What follows belongs to an exercise in optimizing a design on an open flow for small area, a short achievable clock period and few clock cycles per item; a production flow would make more cautious choices. No functional check of the RTL was part of any run shown here.

==> flow/design.v, too long to show whole: its modules and the start of the top module <==
// module smlb_compositor: 144 lines
// module smlb_div255: 12 lines
// module smlb_numer: 772 lines
module smlb_compositor #(
    parameter H = 64                       
) (
    input  wire        clk,
    input  wire        rst,                
    input  wire        in_valid,
    output wire        in_ready,
    input  wire [47:0] in_src,
    input  wire [47:0] in_row,
    input  wire        in_last,
    input  wire [15:0] in_hwy,
    input  wire [2:0]  in_shift,
    input  wire [7:0]  in_bright,
    input  wire        in_ck_en,
    input  wire [47:0] in_ck_key,
    input  wire [15:0] in_ck_first,
    input  wire [15:0] in_ck_last,
    output reg         out_valid,
    input  wire        out_ready,
    output reg  [47:0] out_row,
    output reg         out_last,
    output reg  [1:0]  out_status
);
  // ...
==> flow/flow/run.sh <==
#!/bin/bash
# The standard layout, with two changes: the ports get buf_1 buffers instead
# of the delay buffers buffer_ports picks by default, and the timing repair
# is asked to leave a setup margin, so that it works on the paths that set
# the achieved period. Each tool's log is in orfs/logs; make's output is in
# standard.log.
set -e
bash standard.sh SETUP_SLACK_MARGIN=18.0 "BUFFER_PORTS_ARGS=-buffer_cell sky130_fd_sc_hd__buf_1" finish > standard.log 2>&1
==> flow/standard.sh <==
#!/bin/bash
# synth_recipe.tcl (not shown) runs the flow's synth.tcl, then flattens the netlist and writes it again
# the make line also repeats each setting of config.mk as NAME=value (left out here)
make -C /OpenROAD-flow-scripts/flow DESIGN_CONFIG=/design/flow/config.mk WORK_HOME=/design/flow/orfs CLKGATE_MAP_FILE= SYNTH_SCRIPT=/design/flow/synth_recipe.tcl "${@:-finish}"
==> flow/config.mk <==
export PLATFORM = sky130hd
export DESIGN_NAME = smlb_compositor
export DESIGN_NICKNAME = smlb_compositor
export VERILOG_FILES = /design/flow/design.v
export SDC_FILE = /design/flow/constraint.sdc
export NUM_CORES = 4
export LEC_CHECK = 0
export CAP_MARGIN = 20
export CORE_MARGIN = 2
export CORE_UTILIZATION = 55
export CTS_BUF_LIST = sky130_fd_sc_hd__clkbuf_8
export CTS_CLUSTER_DIAMETER = 50
export CTS_CLUSTER_SIZE = 15
export PLACE_DENSITY = 0.7
export SLEW_MARGIN = 20
==> flow/constraint.sdc <==
create_clock -name core_clock -period 24.0 [get_ports {clk}]
set_input_delay 4.8000 -clock core_clock [delete_from_list [all_inputs] [get_ports {clk}]]
set_output_delay 4.8000 -clock core_clock [all_outputs]
set_load 0.01 [all_outputs]
==> run notes, run 1 <==
met1 wire length around 31 mm; Arrival @ worst endpoint approximately 1.2 ns; Final Skew between 0.03 and 0.04 ns; FF+latch count, synth 293; Mean Syn Cell Area between 9 and 10 µm²; GR Layer Usage met1 0.374; most frequent cells in the layout nor2_1, a21oi_1, inv_1, fa_1, buf_1; Final Hold Fails 0; clk tree area frac 0.0221; CP endpoint out_row[32]; distinct cell type count after synthesis 75; Synth top cells by count nor2_1, a21oi_1, inv_1, fa_1, edfxtp_1; fraction of area in registers 0.257; FF+latch area 8230 µm²; status no timing/DRC/antenna violations; Peak Freq ~0.17 GHz; NonClk Buf Share 0.0644; Pre-antenna DRT Iters 6; Main synth FF type edfxtp_1; Util after Layout 0.628; Synth area leaders edfxtp_1, fa_1, ha_1, a21oi_1, nor2_1; Clock Path Buffers 3; family with the most delay on the worst path flip-flops; R2R Setup Slk between 15 and 20 ns; Post-Synth Adder-Cell Area 0.297; # DRC 0; via count between 20k and 25k; crit-path max cell delay 0.40 ns; Synth Area in XOR/XNOR 0.0391
==> module smlb_compositor, before the edit <==
module smlb_compositor #(
    parameter H = 64                       
) (
    input  wire        clk,
    input  wire        rst,                
    input  wire        in_valid,
    output wire        in_ready,
    input  wire [47:0] in_src,
    input  wire [47:0] in_row,
    input  wire        in_last,
    input  wire [15:0] in_hwy,
    input  wire [2:0]  in_shift,
    input  wire [7:0]  in_bright,
    input  wire        in_ck_en,
    input  wire [47:0] in_ck_key,
    input  wire [15:0] in_ck_first,
    input  wire [15:0] in_ck_last,
    output reg         out_valid,
    input  wire        out_ready,
    output reg  [47:0] out_row,
    output reg         out_last,
    output reg  [1:0]  out_status
);
    localparam [1:0] ST_OK = 2'd0, ST_SATURATED = 2'd1, ST_RANGE = 2'd2;
    reg  k_valid;
    reg  in_ready_q;
    wire adv = !k_valid;
    assign in_ready = in_ready_q;
    wire       in_range = (in_shift > 3'd4) || (in_hwy >= H);
    wire [5:0] hwy_lo   = in_hwy[5:0];
    wire       below    = (in_ck_first[15:6] != 10'd0) || (hwy_lo < in_ck_first[5:0]);
    wire       above    = (in_ck_last[15:6] == 10'd0) && (hwy_lo > in_ck_last[5:0]);
    wire       in_keyed = in_src == in_ck_key;
    wire       in_skip  = in_range || (in_bright == 8'd0) ||
                          (in_ck_en && (below || above || in_keyed));
    function [16:0] correct_raw;           
        input [15:0] v;
        input [2:0]  s;
        reg   [15:0] t;
        reg          c;
        begin
            if (s[2]) begin
                t = {v[11:0], 4'd0};
                c = v[15:12] != 4'd0;
            end else begin
                case (s[1:0])
                    2'd0: begin t = v;                c = 1'b0;              end
                    2'd1: begin t = {v[14:0], 1'd0};  c = v[15];             end
                    2'd2: begin t = {v[13:0], 2'd0};  c = v[15:14] != 2'd0;  end
                    default: begin t = {v[12:0], 3'd0}; c = v[15:13] != 3'd0; end
                endcase
            end
            correct_raw = {c, t};
        end
    endfunction
    wire [16:0] in_cr = correct_raw(in_src[47:32], in_shift);
    wire [16:0] in_cg = correct_raw(in_src[31:16], in_shift);
    wire [16:0] in_cb = correct_raw(in_src[15:0],  in_shift);
    reg        s1_valid;
    reg [47:0] s1_u, s1_row;               
    reg [2:0]  s1_clamp;                   
    reg [7:0]  s1_bright;
    reg        s1_skip, s1_range, s1_last;
    always @(posedge clk) begin
        if (rst)
            s1_valid <= 1'b0;
        else if (adv)
            s1_valid <= in_valid;
    end
    always @(posedge clk) begin
        if (adv) begin
            s1_u      <= {in_cr[15:0], in_cg[15:0], in_cb[15:0]};
            s1_clamp  <= {in_cr[16], in_cg[16], in_cb[16]};
            s1_row    <= in_row;
            s1_bright <= in_bright;
            s1_skip   <= in_skip;
            s1_range  <= in_range;
            s1_last   <= in_last;
        end
    end
    wire [7:0]  br_eff = s1_skip ? 8'd0 : s1_bright;
    wire [47:0] s1_t = s1_u | {{16{s1_clamp[2]}}, {16{s1_clamp[1]}}, {16{s1_clamp[0]}}};
    wire [23:0] nr, ng, nb;
    smlb_numer u_nr (.o(s1_row[47:32]), .t(s1_t[47:32]), .br(br_eff), .n(nr));
    smlb_numer u_ng (.o(s1_row[31:16]), .t(s1_t[31:16]), .br(br_eff), .n(ng));
    smlb_numer u_nb (.o(s1_row[15:0]),  .t(s1_t[15:0]),  .br(br_eff), .n(nb));
    wire pix_sat = !s1_skip && (s1_clamp != 3'd0);
    reg row_sat;
    wire [1:0] status = s1_range             ? ST_RANGE :
                        (row_sat || pix_sat) ? ST_SATURATED : ST_OK;
    reg        s2_valid;
    reg [23:0] s2_nr, s2_ng, s2_nb;
    reg [1:0]  s2_status;
    reg        s2_last;
    always @(posedge clk) begin
        if (rst) begin
            s2_valid <= 1'b0;
            row_sat  <= 1'b0;
        end else if (adv) begin
            s2_valid <= s1_valid;
            if (s1_valid)
                row_sat <= s1_last ? 1'b0 : (row_sat || pix_sat);
        end
    end
    always @(posedge clk) begin
        if (adv) begin
            s2_nr     <= nr;
            s2_ng     <= ng;
            s2_nb     <= nb;
            s2_status <= s1_last ? status : ST_OK;
            s2_last   <= s1_last;
        end
    end
    wire [15:0] qr, qg, qb;
    smlb_div255 u_qr (.n(s2_nr), .q(qr));
    smlb_div255 u_qg (.n(s2_ng), .q(qg));
    smlb_div255 u_qb (.n(s2_nb), .q(qb));
    wire [50:0] res = {qr, qg, qb, s2_last, s2_status};
    reg  [50:0] k_data;
    wire        o_free = !out_valid || out_ready;
    always @(posedge clk) begin
        if (rst) begin
            out_valid <= 1'b0;
            k_valid   <= 1'b0;
        end else if (o_free) begin
            out_valid <= k_valid || s2_valid;
            k_valid   <= 1'b0;
        end else if (!k_valid) begin
            k_valid   <= s2_valid;
        end
    end
    always @(posedge clk) begin
        if (rst)
            in_ready_q <= 1'b1;
        else
            in_ready_q <= o_free || (!k_valid && !s2_valid);
    end
    always @(posedge clk) begin
        if (!k_valid)
            k_data <= res;
        if (o_free)
            {out_row, out_last, out_status} <= k_valid ? k_data : res;
    end
endmodule
==> run 2, diff against run 1 <==
--- a/flow/design.v
+++ b/flow/design.v
@@ -24,7 +24,6 @@
     localparam [1:0] ST_OK = 2'd0, ST_SATURATED = 2'd1, ST_RANGE = 2'd2;
     reg  k_valid;
-    reg  in_ready_q;
     wire adv = !k_valid;
-    assign in_ready = in_ready_q;
+    assign in_ready = adv;
     wire       in_range = (in_shift > 3'd4) || (in_hwy >= H);
     wire [5:0] hwy_lo   = in_hwy[5:0];
@@ -34,31 +33,8 @@
     wire       in_skip  = in_range || (in_bright == 8'd0) ||
                           (in_ck_en && (below || above || in_keyed));
-    function [16:0] correct_raw;           
-        input [15:0] v;
-        input [2:0]  s;
-        reg   [15:0] t;
-        reg          c;
-        begin
-            if (s[2]) begin
-                t = {v[11:0], 4'd0};
-                c = v[15:12] != 4'd0;
-            end else begin
-                case (s[1:0])
-                    2'd0: begin t = v;                c = 1'b0;              end
-                    2'd1: begin t = {v[14:0], 1'd0};  c = v[15];             end
-                    2'd2: begin t = {v[13:0], 2'd0};  c = v[15:14] != 2'd0;  end
-                    default: begin t = {v[12:0], 3'd0}; c = v[15:13] != 3'd0; end
-                endcase
-            end
-            correct_raw = {c, t};
-        end
-    endfunction
-    wire [16:0] in_cr = correct_raw(in_src[47:32], in_shift);
-    wire [16:0] in_cg = correct_raw(in_src[31:16], in_shift);
-    wire [16:0] in_cb = correct_raw(in_src[15:0],  in_shift);
     reg        s1_valid;
-    reg [47:0] s1_u, s1_row;               
-    reg [2:0]  s1_clamp;                   
-    reg [7:0]  s1_bright;
+    reg [47:0] s1_src, s1_row;
+    reg [2:0]  s1_shift;
+    reg [7:0]  s1_br;                      
     reg        s1_skip, s1_range, s1_last;
     always @(posedge clk) begin
@@ -70,8 +46,8 @@
     always @(posedge clk) begin
         if (adv) begin
-            s1_u      <= {in_cr[15:0], in_cg[15:0], in_cb[15:0]};
-            s1_clamp  <= {in_cr[16], in_cg[16], in_cb[16]};
+            s1_src    <= in_src;
             s1_row    <= in_row;
-            s1_bright <= in_bright;
+            s1_shift  <= in_shift;
+            s1_br     <= in_skip ? 8'd0 : in_bright;
             s1_skip   <= in_skip;
             s1_range  <= in_range;
@@ -79,16 +55,31 @@
         end
     end
-    wire [7:0]  br_eff = s1_skip ? 8'd0 : s1_bright;
-    wire [47:0] s1_t = s1_u | {{16{s1_clamp[2]}}, {16{s1_clamp[1]}}, {16{s1_clamp[0]}}};
-    wire [23:0] nr, ng, nb;
-    smlb_numer u_nr (.o(s1_row[47:32]), .t(s1_t[47:32]), .br(br_eff), .n(nr));
-    smlb_numer u_ng (.o(s1_row[31:16]), .t(s1_t[31:16]), .br(br_eff), .n(ng));
-    smlb_numer u_nb (.o(s1_row[15:0]),  .t(s1_t[15:0]),  .br(br_eff), .n(nb));
-    wire pix_sat = !s1_skip && (s1_clamp != 3'd0);
+    function [16:0] correct_raw;           
+        input [15:0] v;
+        input [2:0]  s;
+        reg   [19:0] t;
+        begin
+            t = {4'd0, v} << s;
+            if (t[19:16] != 4'd0)
+                correct_raw = {1'b1, 16'hFFFF};
+            else
+                correct_raw = {1'b0, t[15:0]};
+        end
+    endfunction
+    wire [16:0] cr = correct_raw(s1_src[47:32], s1_shift);
+    wire [16:0] cg = correct_raw(s1_src[31:16], s1_shift);
+    wire [16:0] cb = correct_raw(s1_src[15:0],  s1_shift);
+    wire [22:0] nr_a, ng_a, nb_a;
+    wire [22:1] nr_b, ng_b, nb_b;
+    smlb_numer_cs u_nr (.o(s1_row[47:32]), .t(cr[15:0]), .br(s1_br), .a(nr_a), .b(nr_b));
+    smlb_numer_cs u_ng (.o(s1_row[31:16]), .t(cg[15:0]), .br(s1_br), .a(ng_a), .b(ng_b));
+    smlb_numer_cs u_nb (.o(s1_row[15:0]),  .t(cb[15:0]), .br(s1_br), .a(nb_a), .b(nb_b));
+    wire pix_sat = !s1_skip && (cr[16] || cg[16] || cb[16]);
     reg row_sat;
     wire [1:0] status = s1_range             ? ST_RANGE :
                         (row_sat || pix_sat) ? ST_SATURATED : ST_OK;
     reg        s2_valid;
-    reg [23:0] s2_nr, s2_ng, s2_nb;
+    reg [22:0] s2_nr_a, s2_ng_a, s2_nb_a;
+    reg [22:1] s2_nr_b, s2_ng_b, s2_nb_b;
     reg [1:0]  s2_status;
     reg        s2_last;
@@ -105,7 +96,10 @@
     always @(posedge clk) begin
         if (adv) begin
-            s2_nr     <= nr;
-            s2_ng     <= ng;
-            s2_nb     <= nb;
+            s2_nr_a   <= nr_a;
+            s2_nr_b   <= nr_b;
+            s2_ng_a   <= ng_a;
+            s2_ng_b   <= ng_b;
+            s2_nb_a   <= nb_a;
+            s2_nb_b   <= nb_b;
             s2_status <= s1_last ? status : ST_OK;
             s2_last   <= s1_last;
@@ -113,7 +107,7 @@
     end
     wire [15:0] qr, qg, qb;
-    smlb_div255 u_qr (.n(s2_nr), .q(qr));
-    smlb_div255 u_qg (.n(s2_ng), .q(qg));
-    smlb_div255 u_qb (.n(s2_nb), .q(qb));
+    smlb_div255_cs u_qr (.a(s2_nr_a), .b(s2_nr_b), .q(qr));
+    smlb_div255_cs u_qg (.a(s2_ng_a), .b(s2_ng_b), .q(qg));
+    smlb_div255_cs u_qb (.a(s2_nb_a), .b(s2_nb_b), .q(qb));
     wire [50:0] res = {qr, qg, qb, s2_last, s2_status};
     reg  [50:0] k_data;
@@ -131,10 +125,4 @@
     end
     always @(posedge clk) begin
-        if (rst)
-            in_ready_q <= 1'b1;
-        else
-            in_ready_q <= o_free || (!k_valid && !s2_valid);
-    end
-    always @(posedge clk) begin
         if (!k_valid)
             k_data <= res;
@@ -143,21 +131,10 @@
     end
 endmodule
-module smlb_div255 (
-    input  wire [23:0] n,
-    output wire [15:0] q
-);
-    wire [7:0] h1 = n[23:16], h0 = n[15:8], l = n[7:0];
-    wire [9:0] s3 = {2'd0, h1} + {2'd0, h0} + {2'd0, l};
-    wire       c1 = s3 >= 10'd255;
-    wire       c2 = s3 >= 10'd510;
-    wire [8:0] lo0 = {1'b0, h0} + {1'b0, h1};
-    wire [8:0] lo  = lo0 + {7'd0, c2, c1 & ~c2};
-    assign q = {lo[8] ? h1 + 8'd1 : h1, lo[7:0]};
-endmodule
-module smlb_numer (
+module smlb_numer_cs (
     input  wire [15:0] o,
     input  wire [15:0] t,
     input  wire [7:0]  br,
-    output wire [23:0] n
+    output wire [22:0] a,
+    output wire [22:1] b
 );
     wire r0_0 = br[0] ? t[0] : o[0];
@@ -469,142 +446,4 @@
     wire w179;
     wire w180;
-    wire w181;
-    wire w182;
-    wire w183;
-    wire w184;
-    wire w185;
-    wire w186;
-    wire w187;
-    wire w188;
-    wire w189;
-    wire w190;
-    wire w191;
-    wire w192;
-    wire w193;
-    wire w194;
-    wire w195;
-    wire w196;
-    wire w197;
-    wire w198;
-    wire w199;
-    wire w200;
-    wire w201;
-    wire w202;
-    wire w203;
-    wire w204;
-    wire w205;
-    wire w206;
-    wire w207;
-    wire w208;
-    wire w209;
-    wire w210;
-    wire w211;
-    wire w212;
-    wire w213;
-    wire w214;
-    wire w215;
-    wire w216;
-    wire w217;
-    wire w218;
-    wire w219;
-    wire w220;
-    wire w221;
-    wire w222;
-    wire w223;
-    wire w224;
-    wire w225;
-    wire w226;
-    wire w227;
-    wire w228;
-    wire w229;
-    wire w230;
-    wire w231;
-    wire w232;
-    wire w233;
-    wire w234;
-    wire w235;
-    wire w236;
-    wire w237;
-    wire w238;
-    wire w239;
-    wire w240;
-    wire w241;
-    wire w242;
-    wire w243;
-    wire w244;
-    wire w245;
-    wire w246;
-    wire w247;
-    wire w248;
-    wire w249;
-    wire w250;
-    wire w251;
-    wire w252;
-    wire w253;
-    wire w254;
-    wire w255;
-    wire w256;
-    wire w257;
-    wire w258;
-    wire w259;
-    wire w260;
-    wire w261;
-    wire w262;
-    wire w263;
-    wire w264;
-    wire w265;
-    wire w266;
-    wire w267;
-    wire w268;
-    wire w269;
-    wire w270;
-    wire w271;
-    wire w272;
-    wire w273;
-    wire w274;
-    wire w275;
-    wire w276;
-    wire w277;
-    wire w278;
-    wire w279;
-    wire w280;
-    wire w281;
-    wire w282;
-    wire w283;
-    wire w284;
-    wire w285;
-    wire w286;
-    wire w287;
-    wire w288;
-    wire w289;
-    wire w290;
-    wire w291;
-    wire w292;
-    wire w293;
-    wire w294;
-    wire w295;
-    wire w296;
-    wire w297;
-    wire w298;
-    wire w299;
-    wire w300;
-    wire w301;
-    wire w302;
-    wire w303;
-    wire w304;
-    wire w305;
-    wire w306;
-    wire w307;
-    wire w308;
-    wire w309;
-    wire w310;
-    wire w311;
-    wire w312;
-    wire w313;
-    wire w314;
-    wire w315;
-    wire w316;
-    wire w317;
-    wire w318;
     assign w1 = r0_6 ^ r1_5;
     assign w2 = r0_6 & r1_5;
@@ -787,142 +626,938 @@
     assign w179 = w140 ^ r6_15 ^ r7_14;
     assign w180 = (w140 & r6_15) | (w140 & r7_14) | (r6_15 & r7_14);
-    assign w181 = r0_1 & r1_0;
-    assign w182 = r0_1 ^ r1_0;
-    assign w183 = w141 & r2_0;
-    assign w184 = w141 ^ r2_0;
-    assign w185 = w142 & w143;
-    assign w186 = w142 ^ w143;
-    assign w187 = w144 & w145;
-    assign w188 = w144 ^ w145;
-    assign w189 = w146 & w147;
-    assign w190 = w146 ^ w147;
-    assign w191 = w148 & w149;
-    assign w192 = w148 ^ w149;
-    assign w193 = w150 & w151;
-    assign w194 = w150 ^ w151;
-    assign w195 = w152 & w153;
-    assign w196 = w152 ^ w153;
-    assign w197 = w154 & w155;
-    assign w198 = w154 ^ w155;
-    assign w199 = w156 & w157;
-    assign w200 = w156 ^ w157;
-    assign w201 = w158 & w159;
-    assign w202 = w158 ^ w159;
-    assign w203 = w160 & w161;
-    assign w204 = w160 ^ w161;
-    assign w205 = w162 & w163;
-    assign w206 = w162 ^ w163;
-    assign w207 = w164 & w165;
-    assign w208 = w164 ^ w165;
-    assign w209 = w166 & w167;
-    assign w210 = w166 ^ w167;
-    assign w211 = w168 & w169;
-    assign w212 = w168 ^ w169;
-    assign w213 = w170 & w171;
-    assign w214 = w170 ^ w171;
-    assign w215 = w172 & w173;
-    assign w216 = w172 ^ w173;
-    assign w217 = w174 & w175;
-    assign w218 = w174 ^ w175;
-    assign w219 = w176 & w177;
-    assign w220 = w176 ^ w177;
-    assign w221 = w178 & w179;
-    assign w222 = w178 ^ w179;
-    assign w223 = w180 & r7_15;
-    assign w224 = w180 ^ r7_15;
-    assign w225 = w182 & r0_0;
-    assign w226 = w185 | (w186 & w183);
-    assign w227 = w186 & w184;
-    assign w228 = w189 | (w190 & w187);
-    assign w229 = w190 & w188;
-    assign w230 = w193 | (w194 & w191);
-    assign w231 = w194 & w192;
-    assign w232 = w197 | (w198 & w195);
-    assign w233 = w198 & w196;
-    assign w234 = w201 | (w202 & w199);
-    assign w235 = w202 & w200;
-    assign w236 = w205 | (w206 & w203);
-    assign w237 = w206 & w204;
-    assign w238 = w209 | (w210 & w207);
-    assign w239 = w210 & w208;
-    assign w240 = w213 | (w214 & w211);
-    assign w241 = w214 & w212;
-    assign w242 = w217 | (w218 & w215);
-    assign w243 = w218 & w216;
-    assign w244 = w221 | (w222 & w219);
-    assign w245 = w222 & w220;
-    assign w246 = w226 | (w227 & w181);
-    assign w247 = w227 & w225;
-    assign w248 = w230 | (w231 & w228);
-    assign w249 = w231 & w229;
-    assign w250 = w234 | (w235 & w232);
-    assign w251 = w235 & w233;
-    assign w252 = w238 | (w239 & w236);
-    assign w253 = w239 & w237;
-    assign w254 = w242 | (w243 & w240);
-    assign w255 = w243 & w241;
-    assign w256 = w248 | (w249 & w246);
-    assign w257 = w249 & w247;
-    assign w258 = w252 | (w253 & w250);
-    assign w259 = w253 & w251;
-    assign w260 = w258 | (w259 & w256);
-    assign w261 = w259 & w257;
-    assign w262 = w250 | (w251 & w256);
-    assign w263 = w251 & w257;
-    assign w264 = w254 | (w255 & w260);
-    assign w265 = w255 & w261;
-    assign w266 = w228 | (w229 & w246);
-    assign w267 = w229 & w247;
-    assign w268 = w232 | (w233 & w256);
-    assign w269 = w233 & w257;
-    assign w270 = w236 | (w237 & w262);
-    assign w271 = w237 & w263;
-    assign w272 = w240 | (w241 & w260);
-    assign w273 = w241 & w261;
-    assign w274 = w244 | (w245 & w264);
-    assign w275 = w245 & w265;
-    assign w276 = w183 | (w184 & w181);
-    assign w277 = w184 & w225;
-    assign w278 = w187 | (w188 & w246);
-    assign w279 = w188 & w247;
-    assign w280 = w191 | (w192 & w266);
-    assign w281 = w192 & w267;
-    assign w282 = w195 | (w196 & w256);
-    assign w283 = w196 & w257;
-    assign w284 = w199 | (w200 & w268);
-    assign w285 = w200 & w269;
-    assign w286 = w203 | (w204 & w262);
-    assign w287 = w204 & w263;
-    assign w288 = w207 | (w208 & w270);
-    assign w289 = w208 & w271;
-    assign w290 = w211 | (w212 & w260);
-    assign w291 = w212 & w261;
-    assign w292 = w215 | (w216 & w272);
-    assign w293 = w216 & w273;
-    assign w294 = w219 | (w220 & w264);
-    assign w295 = w220 & w265;
-    assign w296 = w223 | (w224 & w274);
-    assign w297 = w224 & w275;
-    assign w298 = w184 ^ w181;
-    assign w299 = w186 ^ w276;
-    assign w300 = w188 ^ w246;
-    assign w301 = w190 ^ w278;
-    assign w302 = w192 ^ w266;
-    assign w303 = w194 ^ w280;
-    assign w304 = w196 ^ w256;
-    assign w305 = w198 ^ w282;
-    assign w306 = w200 ^ w268;
-    assign w307 = w202 ^ w284;
-    assign w308 = w204 ^ w262;
-    assign w309 = w206 ^ w286;
-    assign w310 = w208 ^ w270;
-    assign w311 = w210 ^ w288;
-    assign w312 = w212 ^ w260;
-    assign w313 = w214 ^ w290;
-    assign w314 = w216 ^ w272;
-    assign w315 = w218 ^ w292;
-    assign w316 = w220 ^ w264;
-    assign w317 = w222 ^ w294;
-    assign w318 = w224 ^ w274;
-    assign n = {w296, w318, w317, w316, w315, w314, w313, w312, w311, w310, w309, w308, w307, w306, w305, w304, w303, w302, w301, w300, w299, w298, w182, r0_0};
+    assign a = {w180, w178, w176, w174, w172, w170, w168, w166, w164, w162, w160, w158, w156, w154, w152, w150, w148, w146, w144, w142, w141, r0_1, r0_0};
+    assign b = {r7_15, w179, w177, w175, w173, w171, w169, w167, w165, w163, w161, w159, w157, w155, w153, w151, w149, w147, w145, w143, r2_0, r1_0};
+endmodule
+module smlb_div255_cs (
+    input  wire [22:0] a,
+    input  wire [22:1] b,
+    output wire [15:0] q
+);
+    wire d1;
+    wire d2;
+    wire d3;
+    wire d4;
+    wire d5;
+    wire d6;
+    wire d7;
+    wire d8;
+    wire d9;
+    wire d10;
+    wire d11;
+    wire d12;
+    wire d13;
+    wire d14;
+    wire d15;
+    wire d16;
+    wire d17;
+    wire d18;
+    wire d19;
+    wire d20;
+    wire d21;
+    wire d22;
+    wire d23;
+    wire d24;
+    wire d25;
+    wire d26;
+    wire d27;
+    wire d28;
+    wire d29;
+    wire d30;
+    wire d31;
+    wire d32;
+    wire d33;
+    wire d34;
+    wire d35;
+    wire d36;
+    wire d37;
+    wire d38;
+    wire d39;
+    wire d40;
+    wire d41;
+    wire d42;
+    wire d43;
+    wire d44;
+    wire d45;
+    wire d46;
+    wire d47;
+    wire d48;
+    wire d49;
+    wire d50;
+    wire d51;
+    wire d52;
+    wire d53;
+    wire d54;
+    wire d55;
+    wire d56;
+    wire d57;
+    wire d58;
+    wire d59;
+    wire d60;
+    wire d61;
+    wire d62;
+    wire d63;
+    wire d64;
+    wire d65;
+    wire d66;
+    wire d67;
+    wire d68;
+    wire d69;
+    wire d70;
+    wire d71;
+    wire d72;
+    wire d73;
+    wire d74;
+    wire d75;
+    wire d76;
+    wire d77;
+    wire d78;
+    wire d79;
+    wire d80;
+    wire d81;
+    wire d82;
+    wire d83;
+    wire d84;
+    wire d85;
+    wire d86;
+    wire d87;
+    wire d88;
+    wire d89;
+    wire d90;
+    wire d91;
+    wire d92;
+    wire d93;
+    wire d94;
+    wire d95;
+    wire d96;
+    wire d97;
+    wire d98;
+    wire d99;
+    wire d100;
+    wire d101;
+    wire d102;
+    wire d103;
+    wire d104;
+    wire d105;
+    wire d106;
+    wire d107;
+    wire d108;
+    wire d109;
+    wire d110;
+    wire d111;
+    wire d112;
+    wire d113;
+    wire d114;
+    wire d115;
+    wire d116;
+    wire d117;
+    wire d118;
+    wire d119;
+    wire d120;
+    wire d121;
+    wire d122;
+    wire d123;
+    wire d124;
+    wire d125;
+    wire d126;
+    wire d127;
+    wire d128;
+    wire d129;
+    wire d130;
+    wire d131;
+    wire d132;
+    wire d133;
+    wire d134;
+    wire d135;
+    wire d136;
+    wire d137;
+    wire d138;
+    wire d139;
+    wire d140;
+    wire d141;
+    wire d142;
+    wire d143;
+    wire d144;
+    wire d145;
+    wire d146;
+    wire d147;
+    wire d148;
+    wire d149;
+    wire d150;
+    wire d151;
+    wire d152;
+    wire d153;
+    wire d154;
+    wire d155;
+    wire d156;
+    wire d157;
+    wire d158;
+    wire d159;
+    wire d160;
+    wire d161;
+    wire d162;
+    wire d163;
+    wire d164;
+    wire d165;
+    wire d166;
+    wire d167;
+    wire d168;
+    wire d169;
+    wire d170;
+    wire d171;
+    wire d172;
+    wire d173;
+    wire d174;
+    wire d175;
+    wire d176;
+    wire d177;
+    wire d178;
+    wire d179;
+    wire d180;
+    wire d181;
+    wire d182;
+    wire d183;
+    wire d184;
+    wire d185;
+    wire d186;
+    wire d187;
+    wire d188;
+    wire d189;
+    wire d190;
+    wire d191;
+    wire d192;
+    wire d193;
+    wire d194;
+    wire d195;
+    wire d196;
+    wire d197;
+    wire d198;
+    wire d199;
+    wire d200;
+    wire d201;
+    wire d202;
+    wire d203;
+    wire d204;
+    wire d205;
+    wire d206;
+    wire d207;
+    wire d208;
+    wire d209;
+    wire d210;
+    wire d211;
+    wire d212;
+    wire d213;
+    wire d214;
+    wire d215;
+    wire d216;
+    wire d217;
+    wire d218;
+    wire d219;
+    wire d220;
+    wire d221;
+    wire d222;
+    wire d223;
+    wire d224;
+    wire d225;
+    wire d226;
+    wire d227;
+    wire d228;
+    wire d229;
+    wire d230;
+    wire d231;
+    wire d232;
+    wire d233;
+    wire d234;
+    wire d235;
+    wire d236;
+    wire d237;
+    wire d238;
+    wire d239;
+    wire d240;
+    wire d241;
+    wire d242;
+    wire d243;
+    wire d244;
+    wire d245;
+    wire d246;
+    wire d247;
+    wire d248;
+    wire d249;
+    wire d250;
+    wire d251;
+    wire d252;
+    wire d253;
+    wire d254;
+    wire d255;
+    wire d256;
+    wire d257;
+    wire d258;
+    wire d259;
+    wire d260;
+    wire d261;
+    wire d262;
+    wire d263;
+    wire d264;
+    wire d265;
+    wire d266;
+    wire d267;
+    wire d268;
+    wire d269;
+    wire d270;
+    wire d271;
+    wire d272;
+    wire d273;
+    wire d274;
+    wire d275;
+    wire d276;
+    wire d277;
+    wire d278;
+    wire d279;
+    wire d280;
+    wire d281;
+    wire d282;
+    wire d283;
+    wire d284;
+    wire d285;
+    wire d286;
+    wire d287;
+    wire d288;
+    wire d289;
+    wire d290;
+    wire d291;
+    wire d292;
+    wire d293;
+    wire d294;
+    wire d295;
+    wire d296;
+    wire d297;
+    wire d298;
+    wire d299;
+    wire d300;
+    wire d301;
+    wire d302;
+    wire d303;
+    wire d304;
+    wire d305;
+    wire d306;
+    wire d307;
+    wire d308;
+    wire d309;
+    wire d310;
+    wire d311;
+    wire d312;
+    wire d313;
+    wire d314;
+    wire d315;
+    wire d316;
+    wire d317;
+    wire d318;
+    wire d319;
+    wire d320;
+    wire d321;
+    wire d322;
+    wire d323;
+    wire d324;
+    wire d325;
+    wire d326;
+    wire d327;
+    wire d328;
+    wire d329;
+    wire d330;
+    wire d331;
+    wire d332;
+    wire d333;
+    wire d334;
+    wire d335;
+    wire d336;
+    wire d337;
+    wire d338;
+    wire d339;
+    wire d340;
+    wire d341;
+    wire d342;
+    wire d343;
+    wire d344;
+    wire d345;
+    wire d346;
+    wire d347;
+    wire d348;
+    wire d349;
+    wire d350;
+    wire d351;
+    wire d352;
+    wire d353;
+    wire d354;
+    wire d355;
+    wire d356;
+    wire d357;
+    wire d358;
+    wire d359;
+    wire d360;
+    wire d361;
+    wire d362;
+    wire d363;
+    wire d364;
+    wire d365;
+    wire d366;
+    wire d367;
+    wire d368;
+    wire d369;
+    wire d370;
+    wire d371;
+    wire d372;
+    wire d373;
+    wire d374;
+    wire d375;
+    wire d376;
+    wire d377;
+    wire d378;
+    wire d379;
+    wire d380;
+    wire d381;
+    wire d382;
+    wire d383;
+    wire d384;
+    wire d385;
+    wire d386;
+    wire d387;
+    wire d388;
+    wire d389;
+    wire d390;
+    wire d391;
+    wire d392;
+    wire d393;
+    wire d394;
+    wire d395;
+    wire d396;
+    wire d397;
+    wire d398;
+    wire d399;
+    wire d400;
+    wire d401;
+    wire d402;
+    wire d403;
+    wire d404;
+    wire d405;
+    wire d406;
+    wire d407;
+    wire d408;
+    wire d409;
+    wire d410;
+    wire d411;
+    wire d412;
+    wire d413;
+    wire d414;
+    wire d415;
+    wire d416;
+    wire d417;
+    wire d418;
+    wire d419;
+    wire d420;
+    wire d421;
+    wire d422;
+    wire d423;
+    wire d424;
+    wire d425;
+    wire d426;
+    wire d427;
+    wire d428;
+    wire d429;
+    wire d430;
+    wire d431;
+    wire d432;
+    wire d433;
+    wire d434;
+    wire d435;
+    wire d436;
+    wire d437;
+    wire d438;
+    wire d439;
+    wire d440;
+    wire d441;
+    wire d442;
+    wire d443;
+    wire d444;
+    wire d445;
+    wire d446;
+    wire d447;
+    wire d448;
+    wire d449;
+    wire d450;
+    wire d451;
+    wire d452;
+    wire d453;
+    wire d454;
+    wire d455;
+    wire d456;
+    wire d457;
+    wire d458;
+    wire d459;
+    wire d460;
+    wire d461;
+    wire d462;
+    wire d463;
+    assign d1 = a[16] ^ b[16] ^ a[8];
+    assign d2 = (a[16] & b[16]) | (a[16] & a[8]) | (b[16] & a[8]);
+    assign d3 = a[17] ^ b[17] ^ a[9];
+    assign d4 = (a[17] & b[17]) | (a[17] & a[9]) | (b[17] & a[9]);
+    assign d5 = b[9] ^ a[1];
+    assign d6 = b[9] & a[1];
+    assign d7 = a[18] ^ b[18] ^ a[10];
+    assign d8 = (a[18] & b[18]) | (a[18] & a[10]) | (b[18] & a[10]);
+    assign d9 = b[10] ^ a[2] ^ b[2];
+    assign d10 = (b[10] & a[2]) | (b[10] & b[2]) | (a[2] & b[2]);
+    assign d11 = a[19] ^ b[19] ^ a[11];
+    assign d12 = (a[19] & b[19]) | (a[19] & a[11]) | (b[19] & a[11]);
+    assign d13 = b[11] ^ a[3] ^ b[3];
+    assign d14 = (b[11] & a[3]) | (b[11] & b[3]) | (a[3] & b[3]);
+    assign d15 = a[20] ^ b[20] ^ a[12];
+    assign d16 = (a[20] & b[20]) | (a[20] & a[12]) | (b[20] & a[12]);
+    assign d17 = b[12] ^ a[4] ^ b[4];
+    assign d18 = (b[12] & a[4]) | (b[12] & b[4]) | (a[4] & b[4]);
+    assign d19 = a[21] ^ b[21] ^ a[13];
+    assign d20 = (a[21] & b[21]) | (a[21] & a[13]) | (b[21] & a[13]);
+    assign d21 = b[13] ^ a[5] ^ b[5];
+    assign d22 = (b[13] & a[5]) | (b[13] & b[5]) | (a[5] & b[5]);
+    assign d23 = a[22] ^ b[22] ^ a[14];
+    assign d24 = (a[22] & b[22]) | (a[22] & a[14]) | (b[22] & a[14]);
+    assign d25 = b[14] ^ a[6] ^ b[6];
+    assign d26 = (b[14] & a[6]) | (b[14] & b[6]) | (a[6] & b[6]);
+    assign d27 = a[15] ^ b[15] ^ a[7];
+    assign d28 = (a[15] & b[15]) | (a[15] & a[7]) | (b[15] & a[7]);
+    assign d29 = a[16] ^ b[16];
+    assign d30 = a[16] & b[16];
+    assign d31 = a[17] ^ b[17];
+    assign d32 = a[17] & b[17];
+    assign d33 = a[18] ^ b[18];
+    assign d34 = a[18] & b[18];
+    assign d35 = a[19] ^ b[19];
+    assign d36 = a[19] & b[19];
+    assign d37 = a[20] ^ b[20];
+    assign d38 = a[20] & b[20];
+    assign d39 = a[21] ^ b[21];
+    assign d40 = a[21] & b[21];
+    assign d41 = a[22] ^ b[22];
+    assign d42 = a[22] & b[22];
+    assign d43 = a[9] ^ b[9];
+    assign d44 = a[9] & b[9];
+    assign d45 = a[10] ^ b[10] ^ a[2];
+    assign d46 = (a[10] & b[10]) | (a[10] & a[2]) | (b[10] & a[2]);
+    assign d47 = a[11] ^ b[11] ^ a[3];
+    assign d48 = (a[11] & b[11]) | (a[11] & a[3]) | (b[11] & a[3]);
+    assign d49 = a[12] ^ b[12] ^ a[4];
+    assign d50 = (a[12] & b[12]) | (a[12] & a[4]) | (b[12] & a[4]);
+    assign d51 = a[13] ^ b[13] ^ a[5];
+    assign d52 = (a[13] & b[13]) | (a[13] & a[5]) | (b[13] & a[5]);
+    assign d53 = a[14] ^ b[14] ^ a[6];
+    assign d54 = (a[14] & b[14]) | (a[14] & a[6]) | (b[14] & a[6]);
+    assign d55 = a[15] ^ b[15] ^ a[7];
+    assign d56 = (a[15] & b[15]) | (a[15] & a[7]) | (b[15] & a[7]);
+    assign d57 = d1 ^ b[8] ^ a[0];
+    assign d58 = (d1 & b[8]) | (d1 & a[0]) | (b[8] & a[0]);
+    assign d59 = d2 ^ d3 ^ d5;
+    assign d60 = (d2 & d3) | (d2 & d5) | (d3 & d5);
+    assign d61 = d4 ^ d6 ^ d7;
+    assign d62 = (d4 & d6) | (d4 & d7) | (d6 & d7);
+    assign d63 = d8 ^ d10 ^ d11;
+    assign d64 = (d8 & d10) | (d8 & d11) | (d10 & d11);
+    assign d65 = d12 ^ d14 ^ d15;
+    assign d66 = (d12 & d14) | (d12 & d15) | (d14 & d15);
+    assign d67 = d16 ^ d18 ^ d19;
+    assign d68 = (d16 & d18) | (d16 & d19) | (d18 & d19);
+    assign d69 = d20 ^ d22 ^ d23;
+    assign d70 = (d20 & d22) | (d20 & d23) | (d22 & d23);
+    assign d71 = d24 ^ d26 ^ d27;
+    assign d72 = (d24 & d26) | (d24 & d27) | (d26 & d27);
+    assign d73 = d28 ^ d29 ^ a[8];
+    assign d74 = (d28 & d29) | (d28 & a[8]) | (d29 & a[8]);
+    assign d75 = d30 ^ d31 ^ a[9];
+    assign d76 = (d30 & d31) | (d30 & a[9]) | (d31 & a[9]);
+    assign d77 = d32 ^ d33 ^ a[10];
+    assign d78 = (d32 & d33) | (d32 & a[10]) | (d33 & a[10]);
+    assign d79 = d34 ^ d35 ^ a[11];
+    assign d80 = (d34 & d35) | (d34 & a[11]) | (d35 & a[11]);
+    assign d81 = d36 ^ d37 ^ a[12];
+    assign d82 = (d36 & d37) | (d36 & a[12]) | (d37 & a[12]);
+    assign d83 = d38 ^ d39 ^ a[13];
+    assign d84 = (d38 & d39) | (d38 & a[13]) | (d39 & a[13]);
+    assign d85 = d40 ^ d41 ^ a[14];
+    assign d86 = (d40 & d41) | (d40 & a[14]) | (d41 & a[14]);
+    assign d87 = d42 ^ a[15];
+    assign d88 = d42 & a[15];
+    assign d89 = a[8] ^ b[8];
+    assign d90 = a[8] & b[8];
+    assign d91 = d43 ^ a[1] ^ b[1];
+    assign d92 = (d43 & a[1]) | (d43 & b[1]) | (a[1] & b[1]);
+    assign d93 = d44 ^ d45 ^ b[2];
+    assign d94 = (d44 & d45) | (d44 & b[2]) | (d45 & b[2]);
+    assign d95 = d46 ^ d47 ^ b[3];
+    assign d96 = (d46 & d47) | (d46 & b[3]) | (d47 & b[3]);
+    assign d97 = d48 ^ d49 ^ b[4];
+    assign d98 = (d48 & d49) | (d48 & b[4]) | (d49 & b[4]);
+    assign d99 = d50 ^ d51 ^ b[5];
+    assign d100 = (d50 & d51) | (d50 & b[5]) | (d51 & b[5]);
+    assign d101 = d52 ^ d53 ^ b[6];
+    assign d102 = (d52 & d53) | (d52 & b[6]) | (d53 & b[6]);
+    assign d103 = d54 ^ d55 ^ b[7];
+    assign d104 = (d54 & d55) | (d54 & b[7]) | (d55 & b[7]);
+    assign d105 = d56 ^ d57 ^ 1'b1;
+    assign d106 = (d56 & d57) | (d56 & 1'b1) | (d57 & 1'b1);
+    assign d107 = d58 ^ d59 ^ b[1];
+    assign d108 = (d58 & d59) | (d58 & b[1]) | (d59 & b[1]);
+    assign d109 = d60 ^ d61 ^ d9;
+    assign d110 = (d60 & d61) | (d60 & d9) | (d61 & d9);
+    assign d111 = d62 ^ d63 ^ d13;
+    assign d112 = (d62 & d63) | (d62 & d13) | (d63 & d13);
+    assign d113 = d64 ^ d65 ^ d17;
+    assign d114 = (d64 & d65) | (d64 & d17) | (d65 & d17);
+    assign d115 = d66 ^ d67 ^ d21;
+    assign d116 = (d66 & d67) | (d66 & d21) | (d67 & d21);
+    assign d117 = d68 ^ d69 ^ d25;
+    assign d118 = (d68 & d69) | (d68 & d25) | (d69 & d25);
+    assign d119 = d70 ^ d71 ^ b[7];
+    assign d120 = (d70 & d71) | (d70 & b[7]) | (d71 & b[7]);
+    assign d121 = d72 ^ d73 ^ b[8];
+    assign d122 = (d72 & d73) | (d72 & b[8]) | (d73 & b[8]);
+    assign d123 = d74 ^ d75 ^ b[9];
+    assign d124 = (d74 & d75) | (d74 & b[9]) | (d75 & b[9]);
+    assign d125 = d76 ^ d77 ^ b[10];
+    assign d126 = (d76 & d77) | (d76 & b[10]) | (d77 & b[10]);
+    assign d127 = d78 ^ d79 ^ b[11];
+    assign d128 = (d78 & d79) | (d78 & b[11]) | (d79 & b[11]);
+    assign d129 = d80 ^ d81 ^ b[12];
+    assign d130 = (d80 & d81) | (d80 & b[12]) | (d81 & b[12]);
+    assign d131 = d82 ^ d83 ^ b[13];
+    assign d132 = (d82 & d83) | (d82 & b[13]) | (d83 & b[13]);
+    assign d133 = d84 ^ d85 ^ b[14];
+    assign d134 = (d84 & d85) | (d84 & b[14]) | (d85 & b[14]);
+    assign d135 = d86 ^ d87 ^ b[15];
+    assign d136 = (d86 & d87) | (d86 & b[15]) | (d87 & b[15]);
+    assign d137 = d88 ^ a[16] ^ b[16];
+    assign d138 = (d88 & a[16]) | (d88 & b[16]) | (a[16] & b[16]);
+    assign d139 = a[17] ^ b[17];
+    assign d140 = a[17] & b[17];
+    assign d141 = a[18] ^ b[18];
+    assign d142 = a[18] & b[18];
+    assign d143 = a[19] ^ b[19];
+    assign d144 = a[19] & b[19];
+    assign d145 = a[20] ^ b[20];
+    assign d146 = a[20] & b[20];
+    assign d147 = a[21] ^ b[21];
+    assign d148 = a[21] & b[21];
+    assign d149 = a[22] ^ b[22];
+    assign d150 = a[22] & b[22];
+    assign d151 = a[1] & b[1];
+    assign d152 = a[1] ^ b[1];
+    assign d153 = a[2] & b[2];
+    assign d154 = a[2] ^ b[2];
+    assign d155 = a[3] & b[3];
+    assign d156 = a[3] ^ b[3];
+    assign d157 = a[4] & b[4];
+    assign d158 = a[4] ^ b[4];
+    assign d159 = a[5] & b[5];
+    assign d160 = a[5] ^ b[5];
+    assign d161 = a[6] & b[6];
+    assign d162 = a[6] ^ b[6];
+    assign d163 = a[7] & b[7];
+    assign d164 = a[7] ^ b[7];
+    assign d165 = d89 & a[0];
+    assign d166 = d89 ^ a[0];
+    assign d167 = d90 & d91;
+    assign d168 = d90 ^ d91;
+    assign d169 = d92 & d93;
+    assign d170 = d92 ^ d93;
+    assign d171 = d94 & d95;
+    assign d172 = d94 ^ d95;
+    assign d173 = d96 & d97;
+    assign d174 = d96 ^ d97;
+    assign d175 = d98 & d99;
+    assign d176 = d98 ^ d99;
+    assign d177 = d100 & d101;
+    assign d178 = d100 ^ d101;
+    assign d179 = d102 & d103;
+    assign d180 = d102 ^ d103;
+    assign d181 = d104 & d105;
+    assign d182 = d104 ^ d105;
+    assign d183 = d106 & d107;
+    assign d184 = d106 ^ d107;
+    assign d185 = d108 & d109;
+    assign d186 = d108 ^ d109;
+    assign d187 = d110 & d111;
+    assign d188 = d110 ^ d111;
+    assign d189 = d112 & d113;
+    assign d190 = d112 ^ d113;
+    assign d191 = d114 & d115;
+    assign d192 = d114 ^ d115;
+    assign d193 = d116 & d117;
+    assign d194 = d116 ^ d117;
+    assign d195 = d118 & d119;
+    assign d196 = d118 ^ d119;
+    assign d197 = d120 & d121;
+    assign d198 = d120 ^ d121;
+    assign d199 = d122 & d123;
+    assign d200 = d122 ^ d123;
+    assign d201 = d124 & d125;
+    assign d202 = d124 ^ d125;
+    assign d203 = d126 & d127;
+    assign d204 = d126 ^ d127;
+    assign d205 = d128 & d129;
+    assign d206 = d128 ^ d129;
+    assign d207 = d130 & d131;
+    assign d208 = d130 ^ d131;
+    assign d209 = d132 & d133;
+    assign d210 = d132 ^ d133;
+    assign d211 = d134 & d135;
+    assign d212 = d134 ^ d135;
+    assign d213 = d136 & d137;
+    assign d214 = d136 ^ d137;
+    assign d215 = d138 & d139;
+    assign d216 = d138 ^ d139;
+    assign d217 = d140 & d141;
+    assign d218 = d140 ^ d141;
+    assign d219 = d142 & d143;
+    assign d220 = d142 ^ d143;
+    assign d221 = d144 & d145;
+    assign d222 = d144 ^ d145;
+    assign d223 = d146 & d147;
+    assign d224 = d146 ^ d147;
+    assign d225 = d148 & d149;
+    assign d226 = d148 ^ d149;
+    assign d227 = d152 & a[0];
+    assign d228 = d155 | (d156 & d153);
+    assign d229 = d156 & d154;
+    assign d230 = d159 | (d160 & d157);
+    assign d231 = d160 & d158;
+    assign d232 = d163 | (d164 & d161);
+    assign d233 = d164 & d162;
+    assign d234 = d167 | (d168 & d165);
+    assign d235 = d168 & d166;
+    assign d236 = d171 | (d172 & d169);
+    assign d237 = d172 & d170;
+    assign d238 = d175 | (d176 & d173);
+    assign d239 = d176 & d174;
+    assign d240 = d179 | (d180 & d177);
+    assign d241 = d180 & d178;
+    assign d242 = d183 | (d184 & d181);
+    assign d243 = d184 & d182;
+    assign d244 = d187 | (d188 & d185);
+    assign d245 = d188 & d186;
+    assign d246 = d191 | (d192 & d189);
+    assign d247 = d192 & d190;
+    assign d248 = d195 | (d196 & d193);
+    assign d249 = d196 & d194;
+    assign d250 = d199 | (d200 & d197);
+    assign d251 = d200 & d198;
+    assign d252 = d203 | (d204 & d201);
+    assign d253 = d204 & d202;
+    assign d254 = d207 | (d208 & d205);
+    assign d255 = d208 & d206;
+    assign d256 = d211 | (d212 & d209);
+    assign d257 = d212 & d210;
+    assign d258 = d215 | (d216 & d213);
+    assign d259 = d216 & d214;
+    assign d260 = d219 | (d220 & d217);
+    assign d261 = d220 & d218;
+    assign d262 = d223 | (d224 & d221);
+    assign d263 = d224 & d222;
+    assign d264 = d150 & d225;
+    assign d265 = d150 & d226;
+    assign d266 = d153 | (d154 & d151);
+    assign d267 = d154 & d227;
+    assign d268 = d228 | (d229 & d151);
+    assign d269 = d229 & d227;
+    assign d270 = d161 | (d162 & d230);
+    assign d271 = d162 & d231;
+    assign d272 = d232 | (d233 & d230);
+    assign d273 = d233 & d231;
+    assign d274 = d169 | (d170 & d234);
+    assign d275 = d170 & d235;
+    assign d276 = d236 | (d237 & d234);
+    assign d277 = d237 & d235;
+    assign d278 = d177 | (d178 & d238);
+    assign d279 = d178 & d239;
+    assign d280 = d240 | (d241 & d238);
+    assign d281 = d241 & d239;
+    assign d282 = d185 | (d186 & d242);
+    assign d283 = d186 & d243;
+    assign d284 = d244 | (d245 & d242);
+    assign d285 = d245 & d243;
+    assign d286 = d193 | (d194 & d246);
+    assign d287 = d194 & d247;
+    assign d288 = d248 | (d249 & d246);
+    assign d289 = d249 & d247;
+    assign d290 = d201 | (d202 & d250);
+    assign d291 = d202 & d251;
+    assign d292 = d252 | (d253 & d250);
+    assign d293 = d253 & d251;
+    assign d294 = d209 | (d210 & d254);
+    assign d295 = d210 & d255;
+    assign d296 = d256 | (d257 & d254);
+    assign d297 = d257 & d255;
+    assign d298 = d217 | (d218 & d258);
+    assign d299 = d218 & d259;
+    assign d300 = d260 | (d261 & d258);
+    assign d301 = d261 & d259;
+    assign d302 = d225 | (d226 & d262);
+    assign d303 = d226 & d263;
+    assign d304 = d264 | (d265 & d262);
+    assign d305 = d265 & d263;
+    assign d306 = d157 | (d158 & d268);
+    assign d307 = d158 & d269;
+    assign d308 = d230 | (d231 & d268);
+    assign d309 = d231 & d269;
+    assign d310 = d270 | (d271 & d268);
+    assign d311 = d271 & d269;
+    assign d312 = d272 | (d273 & d268);
+    assign d313 = d273 & d269;
+    assign d314 = d173 | (d174 & d276);
+    assign d315 = d174 & d277;
+    assign d316 = d238 | (d239 & d276);
+    assign d317 = d239 & d277;
+    assign d318 = d278 | (d279 & d276);
+    assign d319 = d279 & d277;
+    assign d320 = d280 | (d281 & d276);
+    assign d321 = d281 & d277;
+    assign d322 = d189 | (d190 & d284);
+    assign d323 = d190 & d285;
+    assign d324 = d246 | (d247 & d284);
+    assign d325 = d247 & d285;
+    assign d326 = d286 | (d287 & d284);
+    assign d327 = d287 & d285;
+    assign d328 = d288 | (d289 & d284);
+    assign d329 = d289 & d285;
+    assign d330 = d205 | (d206 & d292);
+    assign d331 = d206 & d293;
+    assign d332 = d254 | (d255 & d292);
+    assign d333 = d255 & d293;
+    assign d334 = d294 | (d295 & d292);
+    assign d335 = d295 & d293;
+    assign d336 = d296 | (d297 & d292);
+    assign d337 = d297 & d293;
+    assign d338 = d221 | (d222 & d300);
+    assign d339 = d222 & d301;
+    assign d340 = d262 | (d263 & d300);
+    assign d341 = d263 & d301;
+    assign d342 = d302 | (d303 & d300);
+    assign d343 = d303 & d301;
+    assign d344 = d304 | (d305 & d300);
+    assign d345 = d305 & d301;
+    assign d346 = d165 | (d166 & d312);
+    assign d347 = d166 & d313;
+    assign d348 = d234 | (d235 & d312);
+    assign d349 = d235 & d313;
+    assign d350 = d274 | (d275 & d312);
+    assign d351 = d275 & d313;
+    assign d352 = d276 | (d277 & d312);
+    assign d353 = d277 & d313;
+    assign d354 = d314 | (d315 & d312);
+    assign d355 = d315 & d313;
+    assign d356 = d316 | (d317 & d312);
+    assign d357 = d317 & d313;
+    assign d358 = d318 | (d319 & d312);
+    assign d359 = d319 & d313;
+    assign d360 = d320 | (d321 & d312);
+    assign d361 = d321 & d313;
+    assign d362 = d197 | (d198 & d328);
+    assign d363 = d198 & d329;
+    assign d364 = d250 | (d251 & d328);
+    assign d365 = d251 & d329;
+    assign d366 = d290 | (d291 & d328);
+    assign d367 = d291 & d329;
+    assign d368 = d292 | (d293 & d328);
+    assign d369 = d293 & d329;
+    assign d370 = d330 | (d331 & d328);
+    assign d371 = d331 & d329;
+    assign d372 = d332 | (d333 & d328);
+    assign d373 = d333 & d329;
+    assign d374 = d334 | (d335 & d328);
+    assign d375 = d335 & d329;
+    assign d376 = d336 | (d337 & d328);
+    assign d377 = d337 & d329;
+    assign d378 = d181 | (d182 & d360);
+    assign d379 = d182 & d361;
+    assign d380 = d242 | (d243 & d360);
+    assign d381 = d243 & d361;
+    assign d382 = d282 | (d283 & d360);
+    assign d383 = d283 & d361;
+    assign d384 = d284 | (d285 & d360);
+    assign d385 = d285 & d361;
+    assign d386 = d322 | (d323 & d360);
+    assign d387 = d323 & d361;
+    assign d388 = d324 | (d325 & d360);
+    assign d389 = d325 & d361;
+    assign d390 = d326 | (d327 & d360);
+    assign d391 = d327 & d361;
+    assign d392 = d328 | (d329 & d360);
+    assign d393 = d329 & d361;
+    assign d394 = d362 | (d363 & d360);
+    assign d395 = d363 & d361;
+    assign d396 = d364 | (d365 & d360);
+    assign d397 = d365 & d361;
+    assign d398 = d366 | (d367 & d360);
+    assign d399 = d367 & d361;
+    assign d400 = d368 | (d369 & d360);
+    assign d401 = d369 & d361;
+    assign d402 = d370 | (d371 & d360);
+    assign d403 = d371 & d361;
+    assign d404 = d372 | (d373 & d360);
+    assign d405 = d373 & d361;
+    assign d406 = d374 | (d375 & d360);
+    assign d407 = d375 & d361;
+    assign d408 = d376 | (d377 & d360);
+    assign d409 = d377 & d361;
+    assign d410 = d213 | (d214 & d408);
+    assign d411 = d214 & d409;
+    assign d412 = d258 | (d259 & d408);
+    assign d413 = d259 & d409;
+    assign d414 = d298 | (d299 & d408);
+    assign d415 = d299 & d409;
+    assign d416 = d300 | (d301 & d408);
+    assign d417 = d301 & d409;
+    assign d418 = d338 | (d339 & d408);
+    assign d419 = d339 & d409;
+    assign d420 = d340 | (d341 & d408);
+    assign d421 = d341 & d409;
+    assign d422 = d342 | (d343 & d408);
+    assign d423 = d343 & d409;
+    assign d424 = d344 | (d345 & d408);
+    assign d425 = d345 & d409;
+    assign d426 = d154 ^ d151;
+    assign d427 = d156 ^ d266;
+    assign d428 = d158 ^ d268;
+    assign d429 = d160 ^ d306;
+    assign d430 = d162 ^ d308;
+    assign d431 = d164 ^ d310;
+    assign d432 = d166 ^ d312;
+    assign d433 = d168 ^ d346;
+    assign d434 = d170 ^ d348;
+    assign d435 = d172 ^ d350;
+    assign d436 = d174 ^ d352;
+    assign d437 = d176 ^ d354;
+    assign d438 = d178 ^ d356;
+    assign d439 = d180 ^ d358;
+    assign d440 = d182 ^ d360;
+    assign d441 = d184 ^ d378;
+    assign d442 = d186 ^ d380;
+    assign d443 = d188 ^ d382;
+    assign d444 = d190 ^ d384;
+    assign d445 = d192 ^ d386;
+    assign d446 = d194 ^ d388;
+    assign d447 = d196 ^ d390;
+    assign d448 = d198 ^ d392;
+    assign d449 = d200 ^ d394;
+    assign d450 = d202 ^ d396;
+    assign d451 = d204 ^ d398;
+    assign d452 = d206 ^ d400;
+    assign d453 = d208 ^ d402;
+    assign d454 = d210 ^ d404;
+    assign d455 = d212 ^ d406;
+    assign d456 = d214 ^ d408;
+    assign d457 = d216 ^ d410;
+    assign d458 = d218 ^ d412;
+    assign d459 = d220 ^ d414;
+    assign d460 = d222 ^ d416;
+    assign d461 = d224 ^ d418;
+    assign d462 = d226 ^ d420;
+    assign d463 = d150 ^ d422;
+    assign q = {d463, d462, d461, d460, d459, d458, d457, d456, d455, d454, d453, d452, d451, d450, d449, d448};
 endmodule
==> flow/flow/run.sh (replaced) <==
#!/bin/bash
# Standard layout, with the timing repair asked to leave a setup margin so
# that it works on the paths that set the achieved period.
set -e
bash standard.sh SETUP_SLACK_MARGIN=17.5 finish > standard.log 2>&1
--- a/flow/config.mk
+++ b/flow/config.mk
@@ -8,8 +8,5 @@
 export CAP_MARGIN = 20
 export CORE_MARGIN = 2
-export CORE_UTILIZATION = 55
-export CTS_BUF_LIST = sky130_fd_sc_hd__clkbuf_8
-export CTS_CLUSTER_DIAMETER = 50
-export CTS_CLUSTER_SIZE = 15
-export PLACE_DENSITY = 0.7
+export CORE_UTILIZATION = 40
+export PLACE_DENSITY = 0.6
 export SLEW_MARGIN = 20
==> run 2 against run 1 <==
  * Critical path type is now in -> reg
  * Still clean on timing, DRC and antenna
  * Highest routed layer unchanged
  * Clock skew is 0.0088 ns lower
  * Non-clock buffer count is 72 lower
  * Hold slack worse by 0.019 ns
  * Register-to-register slack better by 0.43 ns
  * Fmax is 7.0% lower
==> run notes, run 2 <==
max FFs per register 51 (unchanged); Slew HR 0.285 (was 0.413); crit-path max cell delay 0.46 ns (was 0.40 ns); Final Skew 0.0239 ns (was 0.0327 ns); most frequent cells in the layout inv_1, fa_1, a21oi_1, nor2_1, edfxtp_1 (was nor2_1, a21oi_1, inv_1, fa_1, buf_1); Cell Rows 103 (was 83); core area 78600 µm² (was 51000 µm²); fillcell total 7464 (was 4223); Peak Freq 0.156 GHz (was 0.168 GHz); gr ovfl total 0 (unchanged); Final setup viols 0 (unchanged); Hold Path Class reg -> reg (unchanged); CP endpoint kind flip-flop (was output port); RSZ-0062 raised after global routing true (unchanged); Port Buffers 261 (unchanged); I/O Pins 262 (unchanged); Slowest cell on crit path nor4_1 (was edfxtp_1); CTS H-tree depth 2 (unchanged); die area 81400 µm² (was 53100 µm²); Max Transition Viols Final 0 (unchanged); distinct cell type count after synthesis 77 (was 75); Final Hold Fails 0 (unchanged); commonest non-fill, non-tap cell in the layout inv_1 (was nor2_1); Post-Route WL 78.8 mm (was 74.9 mm); hold_sp k_data[16] (was k_data[18]); # DRC 0 (unchanged); Crit path buffers/inverters 2 (was 1); hold_buf cts 0 (unchanged); Clock Path Buffers 3 (unchanged); via density per instance 4.94 (was 5.73); hpwl dp 62.1 mm (was 54.6 mm); TritonCTS Buffers 45 (was 34); Arrival @ worst endpoint 6.76 ns (was 1.17 ns); FF+latch count, synth 355 (was 293); R2R Setup Slk 18.48 ns (was 18.05 ns); CP Launch Type input port (was flip-flop); chip height 285 µm (was 231 µm); TritonCTS clock tree done (unchanged); Root Buffer clkbuf_16 (was clkbuf_8); Nets 4147 (was 3923); Syn. warnings 1 (unchanged); WHS Path Cells 2 (unchanged); # clock sinks 355 (was 293); Synth async-reset ratio 0 (unchanged); Hold Path End k_data[16] (was k_data[18]); Post-synth EDFFs 299 (was 236); Synth area leaders edfxtp_1, fa_1, ha_1, inv_1, a21oi_1 (was edfxtp_1, fa_1, ha_1, a21oi_1, nor2_1); Synth top cells by count inv_1, fa_1, a21oi_1, nor2_1, edfxtp_1 (was nor2_1, a21oi_1, inv_1, fa_1, edfxtp_1); post-route ant nets 0 (unchanged); Req. time, crit path 24.35 ns (was 19.20 ns); Synth Instances 3163 (was 3010); first-pass GRT wire length 125 mm (was 115 mm); average wire per standard cell 17.8 µm (was 19.0 µm); share of cells above drive strength 1 0.0652 (was 0.116); largest net degree at the start of global routing 149 (was 105); via count 21.9k (was 22.6k); Synthesized Nets 3971 (was 3701); Setup CP Type in -> reg (was reg -> out); critical path cell sequence clkdlybuf4s50_1 > nor4_1 > o2111ai_2 > a311o_2 > a221oi_4 > inv_1 (was clkbuf_2); family with the most delay on the worst path compound AO/OA/AOI/OAI gates (was flip-flops); Main synth FF type edfxtp_1 (unchanged); CTS clock-pin slew for the worst setup and hold paths 0.06 ns (was 0.09 ns); Worst Max-Slew Pin Slew 1.05 ns (was 0.877 ns); DR iter-0 viols 1332 (was 1755); antenna violations before repair 5 (was 4); Pre-antenna DRT Iters 7 (was 6); Reg2Reg Depth 13 (was 19); leading area contributor after synthesis edfxtp_1 (unchanged); gp weighted congestion 0.846 (was 1.00); mapped cell area 31600 µm² (was 28200 µm²); Layout Area Growth over Synthesis 16.3% (was 13.5%); MaxCap Viol Count 0 (unchanged); Initial Utilization 0.403 (was 0.553); Mean Syn Cell Area 10.0 µm² (was 9.37 µm²); Final TNS setup 0 ns (unchanged); Synth top area share 0.284 (was 0.251); Clk Latency, worst-skew pair 0.61 ns (was 0.63 ns); die width 285 µm (was 231 µm); register area share after synthesis 0.319 (was 0.292); status no timing/DRC/antenna violations (unchanged); period utilization 0.267 (was 0.249); Crit Reg-Reg Endpoint s2_ng_b[16] (was s2_nb[21]); count leader, synth inv_1 (was nor2_1); largest fanout on the critical path 5 (was 1); Top reg by flops k_data (unchanged); post-layout min period 6.42 ns (was 5.97 ns); R2R Path Start s1_shift[0] (was s1_skip); vias in the first global route 21.9k (was 22.0k); Global Route Usage Sum 0.197 (was 0.272)
-- run 2: worst reg2reg max path, cell delays in order, from the launching register on --
cell and delay (ns):
edfxtp_1 0.32, buf_4 0.52, mux2_1 0.43, mux2i_1 0.22
nand4_1 0.14, mux2i_2 0.83, o211a_2 0.50, a21oi_1 0.14
fa_1 0.58, inv_1 0.06, fa_1 0.46, fa_1 0.53
inv_1 0.05, fa_1 0.48
-- run 2: through the flow --
stage	area (µm²)	util	hold WS (ns)	worst slack (ns)	std cells
2_1_floorplan	31700	-	0.412	15.92	3163
3_3_place_gp	35200	0.447	0.432	16.37	4339
3_5_place_dp	35200	0.447	0.442	16.38	4339
4_1_cts	36800	0.468	0.459	17.50	4425
5_1_grt	36800	0.468	0.482	17.48	4425
6_report	36800	0.468	0.450	17.58	4426
-- run 2: final cells by class --
class                      instances  area [µm²]  area share
inverter                         575        2170      0.0591
sequential                       355       10100       0.275
clock inverter                    31         349     0.00949
multi-input combinational       2079       18900       0.514
timing repair buffer             283        2770      0.0754
clock buffer                      52        1170      0.0319
tap                             1050        1310      0.0357
antenna                            1        2.50   0.0000680
-- run 2: logic make-up (layout without fill, tap and decap cells) --
family,Yosys count,after routing,synth area share
XOR/XNOR,78,78,0.0216
AND/OR/NAND/NOR,684,684,0.0914
AO/OA/AOI/OAI,653,654,0.122
other,0,1,0
flip-flops,355,355,0.319
buffers and inverters,730,941,0.0881
adder cells (fa/ha/maj),599,599,0.336
multiplexers,64,64,0.0216
-- run 2: what timing repair did --
item | CTS | global route
buffers inserted | 2 | 0
resized for setup | 32 | 22
pin swaps | 15 | 14
endpoints found under the setup margin | 10 | 9
gates cloned | 1 | 0
hold endpoints to repair | 0 | 0
-- run 2: per-layer routing --
metal,vias up,global-route usage,routed length (µm),part of all wire
met4,10,0.0589,2370,0.030
met1,10435,0.288,37600,0.48
met3,112,0.0351,4800,0.061
met2,612,0.299,34000,0.43
li1,10693,-,-,-
met5,-,0,68,0.00086
-- run 2: worst max-delay path by stage --
stage | start | depth (start not counted) | to | slack (ns)
finish | in_ck_first[7] | 6 | s1_skip | 17.58
global route | in_hwy[4] | 8 | s1_skip | 17.48
CTS | in_hwy[3] | 9 | s1_skip | 17.50
detailed placement | in_ck_last[3] | 10 | s1_skip | 16.38
global placement | in_ck_last[3] | 10 | s1_skip | 16.37
floorplan | k_valid | 2 | in_ready | 15.92

-- afterwards: timing with drivers on the ports --
In the flow no input, the clock included, has a driving cell. The finished layouts below were timed again as built, in two steps. Step 1 sets driving cells, clkbuf_16 on the clock port and buf_2 on the other inputs (assumed; they add their load-dependent delay and slew). Step 2 times the ports against the registers' clock, not the clock port: input delays grow and output delays shrink by t, the midpoint of the rising clock arrivals with the driver on. a / b / c = ideal / step 1 / step 2; a / b = the first two.
run | t (ns) | setup slack, ns | clock arrival spread, ns | worst data-port slew with drivers (ns)
run 1 | 0.670 | 18.035 / 17.979 / 17.430 | 0.038 / 0.037 | 0.13
run 2 | 0.661 | 17.584 / 17.593 / 16.932 | 0.025 / 0.026 | 0.09
After both steps every run listed still meets setup and hold. For run 2, which loses most, drivers alone change the setup slack by +0.009 ns; drivers and shift together by -0.652 ns.
